Background: an optimization exercise with open tools, aiming at small area. Do not read the settings as production practice.
In this exercise RTL edits were held to simulation tests only and were not proved equivalent to the original.
Power is estimated from default activity; no workload was simulated.

== v43 ==
==> flow/design.v (excerpt) <==
module dm_frame_reader (
    input  wire        clk,
    input  wire        rst,             
    input  wire        cmd_valid,
    output wire        cmd_ready,
    input  wire [31:0] cmd_timeout_ms,
    output wire        rx_req,
    input  wire        rx_valid,
    input  wire        rx_tmo,
    input  wire [7:0]  rx_data,
    input  wire        tick_ms,
    output wire        busy,
    output wire [2:0]  res_code,
    output wire        rd_valid,
    output wire [15:0] r0,
    output wire [15:0] r1,
    output wire [15:0] r2,
    output wire [15:0] r3,
    output wire [15:0] r4,
    output wire [15:0] r5,
    output wire [15:0] r6,
    output wire [15:0] r7,
    output wire [15:0] r8,
    output wire [15:0] r9,
    output wire [15:0] r10,
    output wire [15:0] r11
);
    localparam [2:0] RES_NONE        = 3'd0;
    localparam [2:0] RES_OK          = 3'd1;
    localparam [2:0] RES_TIMEOUT     = 3'd2;
    localparam [2:0] RES_UNSUPPORTED = 3'd3;
    localparam [2:0] RES_TRUNCATED   = 3'd4;
    localparam [2:0] RES_CSUM_BAD    = 3'd5;
    localparam [4:0] P_SEEK1 = 5'd30;
    localparam [4:0] P_SEEK2 = 5'd31;
    localparam [4:0] P_LENHI = 5'd0;
    localparam [4:0] P_LENLO = 5'd1;
    localparam [4:0] P_CKHI  = 5'd28;
    localparam [4:0] P_CKLO  = 5'd29;
    reg         act;         
    reg  [2:0]  result;
    reg  [4:0]  pos;
  ...
==> flow/config.mk <==
export PLATFORM = sky130hd
export DESIGN_NAME = dm_frame_reader
export DESIGN_NICKNAME = dm_frame_reader
export VERILOG_FILES = /design/flow/design.v
export SDC_FILE = /design/flow/constraint.sdc
export NUM_CORES = 4
export LEC_CHECK = 0
export CAP_MARGIN = 20
export CORE_MARGIN = 2
export CORE_UTILIZATION = 40
export SLEW_MARGIN = 20
==> flow/constraint.sdc <==
create_clock -name core_clock -period 10.0 [get_ports {clk}]
set_input_delay 2.0000 -clock core_clock [delete_from_list [all_inputs] [get_ports {clk}]]
set_output_delay 2.0000 -clock core_clock [all_outputs]
set_load 0.01 [all_outputs]
run.sh (not shown) runs the stock make flow with config.mk's settings and CLKGATE_MAP_FILE= SYNTH_SCRIPT=/design/flow/synth_recipe.tcl, a recipe that flattens the netlist after the stock synthesis.
v43 finished every stage and its layout cleared the timing, DRC and antenna checks.
### v43 -> v41
- CORE_UTILIZATION: 40 -> 65
==> flow/flow/run.sh (new file) <==
#!/bin/bash
set -euo pipefail
bash standard.sh "BUFFER_PORTS_ARGS=-buffer_cell sky130_fd_sc_hd__buf_1" "CTS_ARGS=-sink_clustering_enable -repair_clock_nets -dont_use_dummy_load -buf_list sky130_fd_sc_hd__clkbuf_8 -sink_clustering_size 20 -sink_clustering_max_diameter 60" finish > flow_make.log 2>&1
==> flow/standard.sh (new file) <==
#!/bin/bash
# synth_recipe.tcl (not shown) runs the flow's synth.tcl, then flattens the netlist and writes it again
# the make line also repeats each setting of config.mk as NAME=value (left out here)
make -C /OpenROAD-flow-scripts/flow DESIGN_CONFIG=/design/flow/config.mk WORK_HOME=/design/flow/orfs CLKGATE_MAP_FILE= SYNTH_SCRIPT=/design/flow/synth_recipe.tcl "${@:-finish}"
removed: flow/run.sh
--- outcome ---
Re utilization: v41 is 20 points up on v43. sky130_fd_sc_hd__inv_6 as the slowest cell on the critical path was reported by v41, and sky130_fd_sc_hd__buf_4 by v43. Summary — power, v41 relative to v43: lower, by 23%. Looking at summed area of non-filler cells in the final layout, v41 sits 2200 sq um below v43. v43 ran to completion and came out clean on the timing, DRC and antenna checks. v41 reached the end of the flow, and the finished layout is clean on the timing, DRC and antenna checks. Setup slack after layout came out higher on v41 than on v43. NOTE via density per instance v43->v41 increased by more than 10%.
Input changes introduced in v22 (baseline for comparison: v41):
- CTS_CLUSTER_SIZE newly set to 10
- CTS_BUF_LIST newly set to sky130_fd_sc_hd__clkbuf_2
- CORE_UTILIZATION changed from 65 to 40
==> flow/run.sh (new file) <==
#!/bin/bash
# synth_recipe.tcl (not shown) runs the flow's synth.tcl, then flattens the netlist and writes it again
# the make line also repeats each setting of config.mk as NAME=value (left out here)
make -C /OpenROAD-flow-scripts/flow DESIGN_CONFIG=/design/flow/config.mk WORK_HOME=/design/flow/orfs CLKGATE_MAP_FILE= SYNTH_SCRIPT=/design/flow/synth_recipe.tcl finish
removed: flow/flow/run.sh
removed: flow/standard.sh
Notes after the runs:
Relative contribution of the clock network to total power in v22 is 7.0 points above v41.
v41 → v22: switching share of power moved up, wire length moved up.
Between v22 and v41, the data arrival time of the worst path is higher for v22.
v22 vs v41 — power rose 0.24 mW.
Inputs modified between v22 and v37:
- removing CTS_CLUSTER_SIZE (formerly 10)
- removing CTS_BUF_LIST (formerly sky130_fd_sc_hd__clkbuf_2)
==> flow/flow/run.sh (new file) <==
#!/bin/bash
set -euo pipefail
bash standard.sh "BUFFER_PORTS_ARGS=-buffer_cell sky130_fd_sc_hd__buf_1" "CTS_ARGS=-sink_clustering_enable -repair_clock_nets -dont_use_dummy_load -buf_list sky130_fd_sc_hd__clkbuf_8 -sink_clustering_size 16 -sink_clustering_max_diameter 60" finish > flow_make.log 2>&1
==> flow/standard.sh (new file) <==
#!/bin/bash
# synth_recipe.tcl (not shown) runs the flow's synth.tcl, then flattens the netlist and writes it again
# the make line also repeats each setting of config.mk as NAME=value (left out here)
make -C /OpenROAD-flow-scripts/flow DESIGN_CONFIG=/design/flow/config.mk WORK_HOME=/design/flow/orfs CLKGATE_MAP_FILE= SYNTH_SCRIPT=/design/flow/synth_recipe.tcl "${@:-finish}"
removed: flow/run.sh
--- outcome ---
Sort v22 and v37 by number of iterations in the first detailed-routing pass asc -> top: v22
On relative max-transition margin, v22 and v37 are neck and neck.
Across both runs, power consumed by combinational cells was lower for v37 than for v22.
Measured slew at the worst slew-check pin is higher on v22
From v22 to v37 the numbers moved as follows: global-route usage now sits lower; number of buffers inserted for hold repair after clock tree synthesis roughly the same; hold slack shrank by 0.035 ns.
v37 vs v22 — non-clock buffer count rose 0.80%.

[static timing again, ports no longer ideal]
The results above use ideal ports. As a check the final layouts listed here were re-extracted and re-timed, cells and wires unchanged. Step 1 assumes that a clkbuf_16 drives the clock port and a buf_2 every other input. Step 2 moves the port delays by t, midway between the first and last clock arrival at a register: inputs arrive t later, outputs are due t later. That takes back most of the time a late clock gives input paths. a / b / c = ideal ports / drivers / drivers and shift; a / b = the first two.
| run | shift t [ns] | setup slack, ns | cell pins on the clock port's net |
|---|---|---|---|
| v43 | 0.549 | 4.708 / 4.731 / 4.182 | 1 |
| v41 | 0.499 | 5.244 / 5.253 / 4.753 | 1 |
| v22 | 0.820 | 4.970 / 4.981 / 4.161 | 1 |
| v37 | 0.547 | 5.336 / 5.353 / 4.806 | 1 |
After both steps setup and hold are still met in every run listed. For v22, which loses most, drivers alone change the setup slack by +0.011 ns; drivers and shift together by -0.809 ns.
